What follows belongs to an exercise in optimizing a design on an open flow for small area; a production flow would make more cautious choices.
In this exercise RTL edits were held to simulation tests only and were not proved equivalent to the original.

// udma_uart
module udma_uart (
  input  wire        clk,
  input  wire        rst,
  input  wire        cg,
  input  wire        rx_in,
  output wire        tx_out,
  output reg         evt_rx,
  output reg         evt_tx,
  input  wire        reg_valid,
  input  wire        reg_write,
  input  wire [1:0]  reg_sz,
  input  wire [6:0]  reg_off,
  input  wire [31:0] reg_wdata,
  output reg  [31:0] reg_rdata,
  output reg         reg_err,
  output reg         tx_req_valid,
  output wire [31:0] tx_req_addr,
  output wire [2:0]  tx_req_n,
  input  wire        tx_rsp_valid,
  input  wire [31:0] tx_rsp_data,
  output reg         rx_req_valid,
  output wire [31:0] rx_req_addr,
  output wire [2:0]  rx_req_n,
  output wire [31:0] rx_req_data,
  input  wire        rx_rsp_valid
);
  localparam POOL = 4;
  localparam TX_IDLE   = 3'd0;
  localparam TX_START  = 3'd1;
  localparam TX_DATA   = 3'd2;
  localparam TX_PARITY = 3'd3;
  localparam TX_STOP   = 3'd4;
  localparam RX_WAIT_START = 2'd0;
  localparam RX_DATA       = 2'd1;
  localparam RX_PARITY     = 2'd2;
  localparam RX_WAIT_STOP  = 2'd3;
  function automatic [31:0] add3_32(input [31:0] a, input [2:0] b);
    reg c, bk;
    integer k;
    begin
      c = 1'b0;
      for (k = 0; k < 32; k = k + 1) begin
        bk = (k < 3) ? b[k] : 1'b0;
        add3_32[k] = a[k] ^ bk ^ c;
        c = (a[k] & bk) | (a[k] & c) | (bk & c);
      end
    end
  endfunction
  function automatic [19:0] sub3_20(input [19:0] a, input [2:0] b);
    reg w, bk;
    integer k;
    begin
      w = 1'b0;
      for (k = 0; k < 20; k = k + 1) begin
        bk = (k < 3) ? b[k] : 1'b0;
        sub3_20[k] = a[k] ^ bk ^ w;
        w = (~a[k] & bk) | (~a[k] & w) | (bk & w);
      end
    end
  endfunction
  function automatic [16:0] dec17(input [16:0] a);
    reg w;
    integer k;
    begin
      w = 1'b1;
      for (k = 0; k < 17; k = k + 1) begin
        dec17[k] = a[k] ^ w;
        w = ~a[k] & w;
      end
    end
  endfunction
  ...
Size in the first run: ~680 flip-flops, ~220 I/O pins, ~34000 um2 of cells after synthesis.
==> flow/config.mk <==
export PLATFORM = sky130hd
export DESIGN_NAME = udma_uart
export DESIGN_NICKNAME = udma_uart
export VERILOG_FILES = /design/flow/design.v
export SDC_FILE = /design/flow/constraint.sdc
export NUM_CORES = 4
export LEC_CHECK = 0
export CAP_MARGIN = 20
export CORE_MARGIN = 2
export CORE_UTILIZATION = 55
export SLEW_MARGIN = 20
==> flow/constraint.sdc <==
create_clock -name core_clock -period 12.0 [get_ports {clk}]
set_input_delay 2.4000 -clock core_clock [delete_from_list [all_inputs] [get_ports {clk}]]
set_output_delay 2.4000 -clock core_clock [all_outputs]
set_load 0.01 [all_outputs]
standard.sh (not shown) runs the stock make flow with config.mk's settings and CLKGATE_MAP_FILE= SYNTH_SCRIPT=/design/flow/synth_recipe.tcl, a recipe that flattens the netlist after the stock synthesis.
==> flow/flow/run.sh <==
#!/bin/bash
# The standard layout (standard.sh: standard synthesis, floorplan,
# placement, CTS, routing), with two changes:
#  - the port buffers are buf_1 cells instead of the flow's default cell;
#  - CTS builds the tree from clkbuf_8 cells under a clkbuf_16 root,
#    clustering up to 16 flip-flops within 60 um per leaf buffer, and adds
#    no dummy loads.
# make's full output goes to standard.log here; ORFS keeps each step's log
# under orfs/logs/.
set -euo pipefail
export BUFFER_PORTS_ARGS="-buffer_cell sky130_fd_sc_hd__buf_1"
export CTS_ARGS="-sink_clustering_enable -repair_clock_nets -dont_use_dummy_load -sink_clustering_size 16 -sink_clustering_max_diameter 60 -buf_list sky130_fd_sc_hd__clkbuf_8 -root_buf sky130_fd_sc_hd__clkbuf_16"
bash standard.sh > standard.log 2>&1
Edit:
==> flow/flow/run.sh (replaced) <==
#!/bin/bash
# The standard layout (standard.sh: standard synthesis, floorplan,
# placement, CTS, routing), with two changes:
#  - the port buffers are buf_1 cells instead of the flow's default cell;
#  - CTS clusters up to 20 flip-flops within 80 um per leaf buffer and adds
#    no dummy loads.
# make's full output goes to standard.log here; ORFS keeps each step's log
# under orfs/logs/.
set -euo pipefail
export BUFFER_PORTS_ARGS="-buffer_cell sky130_fd_sc_hd__buf_1"
export CTS_ARGS="-sink_clustering_enable -repair_clock_nets -dont_use_dummy_load -sink_clustering_size 20 -sink_clustering_max_diameter 80"
bash standard.sh > standard.log 2>&1
The changed run finished clean; fmax barely changes; synthesized cell count does not change; register-to-register slack gets better by 0.06 ns.

-- port drivers added, routing unchanged --
The results above use ideal ports. As a check the final layouts listed here were re-extracted and re-timed, cells and wires unchanged.
Step 1 sets driving cells, clkbuf_16 on the clock port and buf_2 on the other inputs (assumed; they add their load-dependent delay and slew).
Step 2, shift: input delay + t, output delay - t, t = (earliest + latest rising clock arrival at the registers) / 2. This alone moves slack from input paths to output paths.
Slacks: ideal ports / drivers / drivers and shift; pairs: ideal ports / drivers.
run | t, ns | slack for setup (ns) | slew at the worst register clock pin (ns) | worst slew at a driven data input, ns
the first run | 0.640 | 1.378 / 1.420 / 0.780 | 0.10 / 0.10 | 0.07
the second run | 0.638 | 1.365 / 1.405 / 0.767 | 0.09 / 0.09 | 0.07
After both steps setup and hold are still met in every run listed.
